What follows belongs to an exercise in optimizing a design on an open flow for small area, a short achievable clock period and few clock cycles per item; a production flow would make more cautious choices.
The RTL was checked by simulation tests, not by an equivalence proof against the original design.

### flow/design.v
module pfbd_fmul (
    input  wire [31:0] a,
    input  wire [31:0] b,
    output reg  [31:0] y
);
    wire        sa = a[31];
    wire        sb = b[31];
    wire [7:0]  ea = a[30:23];
    wire [7:0]  eb = b[30:23];
    wire [22:0] fa = a[22:0];
    wire [22:0] fb = b[22:0];
    wire        sy = sa ^ sb;
    wire a_nan  = (ea == 8'hff) && (fa != 0);
    wire b_nan  = (eb == 8'hff) && (fb != 0);
    wire a_inf  = (ea == 8'hff) && (fa == 0);
    wire b_inf  = (eb == 8'hff) && (fb == 0);
    wire a_zero = (ea == 8'h00) && (fa == 0);
    wire b_zero = (eb == 8'h00) && (fb == 0);
    wire [23:0] ma = {ea != 0, fa};
    wire [23:0] mb = {eb != 0, fb};
    reg [4:0]  lza, lzb;
    integer    i;
    always @* begin
        lza = 0;
        for (i = 0; i < 24; i = i + 1)
            if (ma[i]) lza = 5'd23 - i[4:0];
        lzb = 0;
        for (i = 0; i < 24; i = i + 1)
            if (mb[i]) lzb = 5'd23 - i[4:0];
    end
    wire [23:0] na = ma << lza;
    wire [23:0] nb = mb << lzb;
    wire signed [10:0] xa = (ea == 0) ? (11'sd1 - {6'd0, lza}) : {3'd0, ea};
    wire signed [10:0] xb = (eb == 0) ? (11'sd1 - {6'd0, lzb}) : {3'd0, eb};
    wire [47:0] prod = na * nb;    
    reg signed [10:0] e;
    reg [47:0]  m;
    reg [5:0]   sh;
    reg [47:0]  msh;
    reg         sticky;
    reg [7:0]   efield;
    reg         inc;
    reg [30:0]  mag;
    always @* begin
        if (prod[47]) begin
            e = xa + xb - 11'sd126;
            m = prod;
        end else begin
            e = xa + xb - 11'sd127;
            m = {prod[46:0], 1'b0};
        end
        if (e >= 1) begin
            sh     = 0;
            efield = e[7:0];
        end else begin
            sh     = (e < -48) ? 6'd49 : (6'd1 - e[5:0]);
            efield = 0;
        end
        msh    = m >> sh;
        sticky = 0;
        for (i = 0; i < 48; i = i + 1)
            if (i < sh && m[i]) sticky = 1;
        inc = msh[23] && (sticky || (msh[22:0] != 0) || msh[24]);
        mag = {efield, msh[46:24]} + {30'd0, inc};
        if (a_nan || b_nan || (a_inf && b_zero) || (a_zero && b_inf))
            y = 32'h7fc00000;
        else if (a_inf || b_inf)
            y = {sy, 8'hff, 23'd0};
        else if (a_zero || b_zero)
            y = {sy, 31'd0};
        else if (e >= 255)
            y = {sy, 8'hff, 23'd0};
        else
            y = {sy, mag};
    end
endmodule
module pfbd_fadd (
    input  wire [31:0] a,
    input  wire [31:0] b,
    output reg  [31:0] y
);
    wire a_nan = (a[30:23] == 8'hff) && (a[22:0] != 0);
    wire b_nan = (b[30:23] == 8'hff) && (b[22:0] != 0);
    wire a_inf = (a[30:23] == 8'hff) && (a[22:0] == 0);
    wire b_inf = (b[30:23] == 8'hff) && (b[22:0] == 0);
    wire        swap = b[30:0] > a[30:0];
    wire [31:0] p = swap ? b : a;
    wire [31:0] q = swap ? a : b;
    wire [7:0]  ep = (p[30:23] == 0) ? 8'd1 : p[30:23];
    wire [7:0]  eq = (q[30:23] == 0) ? 8'd1 : q[30:23];
    wire [23:0] mp = {p[30:23] != 0, p[22:0]};
    wire [23:0] mq = {q[30:23] != 0, q[22:0]};
    wire [7:0]  d  = ep - eq;
    wire        sub = p[31] ^ q[31];
    wire [26:0] xe = {mq, 3'b000};
    reg  [26:0] xq;
    reg         st;
    reg  [27:0] sum;
    reg  [4:0]  lz;
    reg  [4:0]  lsh;
    reg  [8:0]  e;
    reg  [26:0] nm;
    reg  [7:0]  efield;
    reg         inc;
    reg  [30:0] mag;
    integer     i;
    always @* begin
        lsh = 0;
        if (d > 26) begin
            xq = 0;
            st = (mq != 0);
        end else begin
            xq = xe >> d;
            st = 0;
            for (i = 0; i < 27; i = i + 1)
                if (i < d && xe[i]) st = 1;
        end
        xq[0] = xq[0] | st;
        if (sub) sum = {1'b0, mp, 3'b000} - {1'b0, xq};
        else     sum = {1'b0, mp, 3'b000} + {1'b0, xq};
        lz = 27 - 1;
        for (i = 0; i < 27; i = i + 1)
            if (sum[i]) lz = 5'd26 - i[4:0];
        if (sum[27]) begin
            e  = {1'b0, ep} + 9'd1;
            nm = sum[27:1] | {26'd0, sum[0]};
        end else begin
            if ({3'd0, lz} < ep) lsh = lz;
            else                 lsh = ep[4:0] - 5'd1;
            e  = {1'b0, ep} - {4'd0, lsh};
            nm = sum[26:0] << lsh;
        end
        efield = nm[26] ? e[7:0] : 8'd0;
        inc = nm[2] && (nm[1] || nm[0] || nm[3]);
        mag = {efield, nm[25:3]} + {30'd0, inc};
        if (a_nan || b_nan || (a_inf && b_inf && (a[31] != b[31])))
            y = 32'h7fc00000;
        else if (a_inf)
            y = a;
        else if (b_inf)
            y = b;
        else if (sum == 0)
            y = {p[31] & q[31], 31'd0};
        else if (e >= 255)
            y = {p[31], 8'hff, 23'd0};
        else
            y = {p[31], mag};
    end
endmodule
module pfbd_dot (
    input  wire        clk,
    input  wire        rst,
    input  wire        in_valid,
    output wire        in_ready,
    input  wire [1:0]  in_ntaps,
    input  wire [31:0] in_x_re,
    input  wire [31:0] in_x_im,
    input  wire [31:0] in_h_re,
    input  wire [31:0] in_h_im,
    output wire        out_valid,
    input  wire        out_ready,
    output wire [31:0] out_re,
    output wire [31:0] out_im
);
    localparam S_LOAD   = 2'd0;
    localparam S_DRAIN  = 2'd1;
    localparam S_REDUCE = 2'd2;
    localparam S_DONE   = 2'd3;
    reg [1:0]  state;
    reg [1:0]  ncode;
    reg [5:0]  cnt;           
    reg [4:0]  half;          
    reg [4:0]  ri;            
    reg [63:0] buf_q [0:31];
    wire [1:0] ncode_now = (cnt == 0) ? in_ntaps : ncode;
    wire [5:0] ntaps     = 6'd4 << ncode_now;
    wire       accept    = in_valid && in_ready;
    assign in_ready = (state == S_LOAD);
    reg        s1_valid;
    reg [4:0]  s1_idx;
    reg [31:0] s1_xr, s1_xi, s1_hr, s1_hi;
    reg        s2_valid;
    reg [4:0]  s2_idx;
    reg [31:0] s2_rr, s2_ii, s2_ri, s2_ir;
    wire [31:0] m_rr, m_ii, m_ri, m_ir;
    pfbd_fmul u_mul_rr (.a(s1_xr), .b(s1_hr), .y(m_rr));
    pfbd_fmul u_mul_ii (.a(s1_xi), .b(s1_hi), .y(m_ii));
    pfbd_fmul u_mul_ri (.a(s1_xr), .b(s1_hi), .y(m_ri));
    pfbd_fmul u_mul_ir (.a(s1_xi), .b(s1_hr), .y(m_ir));
    wire [31:0] p_re, p_im;
    pfbd_fadd u_add_pre (.a(s2_rr), .b({~s2_ii[31], s2_ii[30:0]}), .y(p_re));
    pfbd_fadd u_add_pim (.a(s2_ri), .b(s2_ir), .y(p_im));
    wire [63:0] ra = buf_q[ri];
    wire [63:0] rb = buf_q[ri + half];
    wire [31:0] r_re, r_im;
    pfbd_fadd u_add_rre (.a(ra[63:32]), .b(rb[63:32]), .y(r_re));
    pfbd_fadd u_add_rim (.a(ra[31:0]),  .b(rb[31:0]),  .y(r_im));
    assign out_valid = (state == S_DONE);
    assign out_re    = buf_q[0][63:32];
    assign out_im    = buf_q[0][31:0];
    always @(posedge clk) begin
        if (rst) begin
            state    <= S_LOAD;
            cnt      <= 0;
            ncode    <= 0;
            half     <= 0;
            ri       <= 0;
            s1_valid <= 0;
            s2_valid <= 0;
        end else begin
            s1_valid <= accept;
            s2_valid <= s1_valid;
            case (state)
                S_LOAD: if (accept) begin
                    if (cnt == 0) ncode <= in_ntaps;
                    if (cnt + 6'd1 == ntaps) begin
                        state <= S_DRAIN;
                        cnt   <= 0;
                    end else begin
                        cnt   <= cnt + 6'd1;
                    end
                end
                S_DRAIN: if (!s1_valid && !s2_valid) begin
                    state <= S_REDUCE;
                    half  <= (5'd2 << ncode);
                    ri    <= 0;
                end
                S_REDUCE: begin
                    if (ri + 5'd1 == half) begin
                        ri   <= 0;
                        half <= half >> 1;
                        if (half == 1) state <= S_DONE;
                    end else begin
                        ri <= ri + 5'd1;
                    end
                end
                S_DONE: if (out_ready) state <= S_LOAD;
            endcase
        end
    end
    always @(posedge clk) begin
        if (accept) begin
            s1_idx <= cnt[4:0];
            s1_xr  <= in_x_re;
            s1_xi  <= in_x_im;
            s1_hr  <= in_h_re;
            s1_hi  <= in_h_im;
        end
        if (s1_valid) begin
            s2_idx <= s1_idx;
            s2_rr  <= m_rr;
            s2_ii  <= m_ii;
            s2_ri  <= m_ri;
            s2_ir  <= m_ir;
        end
        if (s2_valid)
            buf_q[s2_idx] <= {p_re, p_im};
        else if (state == S_REDUCE)
            buf_q[ri] <= {r_re, r_im};
    end
endmodule
### flow/config.mk
export PLATFORM = sky130hd
export DESIGN_NAME = pfbd_dot
export DESIGN_NICKNAME = pfbd_dot
export VERILOG_FILES = /design/flow/design.v
export SDC_FILE = /design/flow/constraint.sdc
export NUM_CORES = 4
export LEC_CHECK = 0
export CAP_MARGIN = 20
export CORE_MARGIN = 2
export CORE_UTILIZATION = 30
export PLACE_DENSITY = 0.42
export SLEW_MARGIN = 20
### flow/constraint.sdc
create_clock -name core_clock -period 24.0 [get_ports {clk}]
set_input_delay 4.8000 -clock core_clock [delete_from_list [all_inputs] [get_ports {clk}]]
set_output_delay 4.8000 -clock core_clock [all_outputs]
set_load 0.01 [all_outputs]
### flow/run.sh
#!/bin/bash
# synth_recipe.tcl (not shown) runs the flow's synth.tcl, then flattens the netlist and writes it again
# the make line also repeats each setting of config.mk as NAME=value (left out here)
make -C /OpenROAD-flow-scripts/flow DESIGN_CONFIG=/design/flow/config.mk WORK_HOME=/design/flow/orfs CLKGATE_MAP_FILE= SYNTH_SCRIPT=/design/flow/synth_recipe.tcl finish
==> notes.md <==
==> kinds of logic after synthesis <==
family / after synthesis / share of synthesized area (%)
fa+ha+maj: 3136 / 21.5
xor+xnor: 615 / 2.15
buf+inv: 4280 / 6.97
flops: 2341 / 27.9
mux: 2074 / 13.1
compound gates: 5112 / 13.8
simple gates: 8206 / 14.6
==> layer usage <==
layer,routed length (um),track usage (%),vias to the layer above
met1,500000,37.1,112000
met4,57200,10.7,48
li1,-,-,91700
met2,541000,43.5,10400
met3,98400,4.84,1849
met5,324,0,-
==> path summary, 6_finish.rpt <==
path / start / endpoint / slack (ns)
setup reg to reg: ri[2] / buf_q[15][56] / 1.30
hold / removal: s1_idx[2] / s2_idx[2] / 0.42
hold reg to reg: s1_idx[2] / s2_idx[2] / 0.42
setup / recovery: ri[2] / buf_q[15][56] / 1.30
==> timing repair <==
action,CTS,global route
gates resized for setup,0,19
setup buffers,0,8
setup endpoints to repair,0,1486
endpoints found under the hold margin,0,0
==> through the flow <==
| stage | std cells | hold WS, ns | util (%) | setup slack [ns] |
|---|---|---|---|---|
| after CTS | 36900 | 0.417 | 33.4 | 0.0273 |
| final | 36900 | 0.416 | 33.5 | 1.30 |
| after floorplan | 25800 | 0.400 | - | 1.28 |
| after detailed placement | 36400 | 0.416 | 32.3 | 0.161 |
| after global placement | 36400 | 0.406 | 32.3 | 0.235 |
| after global routing | 36900 | 0.427 | 33.5 | 0.0118 |
==> synthesized netlist by cell type, drive strengths merged, types with 59 or more instances <==
cell    number
nand2     3104
o211ai     206
a221oi     103
or3        138
o21ai      944
nor2      2545
a31oi      206
edfxtp    2314
a21o       230
o21bai     126
ha        1189
mux4       949
xor2       204
nor2b      111
a211oi     270
inv       2711
clkbuf    1018
a22oi      237
and3       199
nand2b     149
o21a       141
mux2i      969
buf        545
fa        1945
nand3      556
a32oi       65
o22ai      174
nor3       504
nand4      194
or2        100
a21boi      66
mux2       156
xnor2      411
o31ai      142
a221o       61
nor4       176
a311o       59
and2       179
a21oi     1283
==> cell type report <==
type,count,area [um2],area share (%)
clock buffer,335,7340,2.63
inverter,2716,10200,3.66
timing repair buffer,1059,9710,3.48
sequential,2341,70000,25.1
tap,11100,13900,4.99
multi-input combinational,19100,166000,59.4
clock inverter,165,1910,0.683
antenna,44,110,0.0395
==> critical path: cells and delay by family, from the launching register on <==
kind	cells	cell delay [ns]
multiplexers	1	0.47
AO/OA/AOI/OAI	33	9.09
AND/OR/NAND/NOR	27	7.67
adder cells (fa/ha/maj)	6	2.10
XOR/XNOR	1	0.21
buffers and inverters	5	2.20
flip-flops	1	0.53
==> registers in the layout, indices dropped and copies added (netlist names), named ones only <==
register,flops
s1_xr,32
buf_q,2048
cnt,6
s1_hi,32
s2_idx,5
ri,5
s2_ii,32
half,5
s2_valid,1
s1_idx,5
state,2
s2_ir,32
s1_valid,1
s2_rr,32
s1_hr,32
s2_ri,32
ncode,2
s1_xi,32
==> qor.txt <==
R2R depth -> 73
DR pass1 iterations -> 8
CTS tree -> yes
FMAX -> 44.1 MHz
Antenna Nets Post-Route -> 0
Min-Delay Path Depth -> 0
RSZ-0062 raised after global routing -> false
Vias per Instance -> 5.85
cells after synthesis -> 25800
Chip Width -> 918 um
Remaining DRCs -> 0
overall routing resource usage -> 27.3%
commonest non-fill, non-tap cell in the layout -> nand2_1
Syn Std Cell Area -> 0.251 mm2
syn_nets -> 29000
Max clock buf depth -> 4
root buf cell -> clkbuf_16
Slew headroom -> 13.1%
IO Count -> 200
yosys warns -> 3
Tmin final -> 22.70 ns
global-route wire length before repair -> 1670000 um
Area Overhead vs Synth -> 11.3%
final hold vios -> 0
Clock Pin Slew Worst Setup and Hold Paths -> 0.06 ns
CP required -> 24.71 ns
initial antenna violation count -> 84
Yosys reg bits -> 2341
Worst Setup End Kind -> register
detail-routed net length per standard cell -> 32.4 um
cts bufs inserted -> 282
die area -> 0.843 mm2
CP max stage delay -> 0.78 ns
Worst-Skew Late Latency -> 1.06 ns
crit path DAT -> 23.41 ns
Max FO, Critical Path -> 42
CORE AREA -> 0.832 mm2
Post-DP HPWL -> 864000 um
# clock sinks -> 2341
Top FF cell, synth -> edfxtp_1
worst min path class -> reg -> reg
CP Class -> reg -> reg
Setup TNS Final -> 0 ns
Die Y -> 918 um
most frequent cells in the layout -> nand2_1, inv_1, nor2_1
Post-synth EDFFs -> 2314
placed inst area -> 0.269 mm2
largest cells by area after synthesis -> edfxtp_1, fa_1, mux4_2, ha_1, nand2_1
Initial DRC Count -> 25000
routed wire length -> 1200000 um
fin crit share -> 94.6%
H-Tree Depth -> 5
design area -> 0.279 mm2
total of max-cap violations -> 0
grt ovf -> 0
Hold-fix buffers, CTS -> 0
outcome -> complete, no violations
critical path startpoint category -> register
Seq/Total Area, Yosys -> 27.9%
largest net degree at the start of global routing -> 94
Slowest cell on crit path -> nor4_1
Worst-Margin Slew -> 1.30 ns
Final #Nets -> 28800
final setup fails -> 0
Synth Area per Inst -> 9.73 um2
vias in the first global route -> 212000
final slew viol count -> 0
DR vias -> 216000
row count -> 335
I/O Buffers -> 199
Synth top area share -> 27.7%
Max Clock Skew -> 0.152 ns
layout cell share with drive strength beyond 1 -> 11.6%
Starting Density -> 30.1%
async set-reset flop share out of synthesis -> 0%
Synth area leader -> edfxtp_1
post-synth cell types -> 145
Fillers -> 85400
Final GP Congestion -> 0.963
Testbench counts, summed over its fixed seeds: cycles 40,804, items 1,280.

==> what the ideal ports hide <==
No port has a modelled driver above. Below, the same layout with a new extraction and two added sets of constraints. Step 1 (the two cells are an assumption about what drives the block):
set clk [get_ports {clk}]
set_driving_cell -lib_cell sky130_fd_sc_hd__clkbuf_16 $clk
set_driving_cell -lib_cell sky130_fd_sc_hd__buf_2 [delete_from_list [all_inputs] $clk]
Step 2 moves the port delays by t, midway between the first and last clock arrival at a register: inputs arrive t later, outputs are due t later. That takes back most of the time a late clock gives input paths. a / b / c = ideal ports / drivers / drivers and shift; a / b = the first two.
t, ns: 1.124
setup WS [ns]: 1.303 / 1.303 / 1.303
clock arrival spread, ns: 0.152 / 0.152
worst data-port slew with drivers (ns): 0.24
cell pins on the clock port's net: 1
After both steps this run still meets setup and hold. For this run, drivers alone change the setup slack by 0.000 ns; drivers and shift together by 0.000 ns.
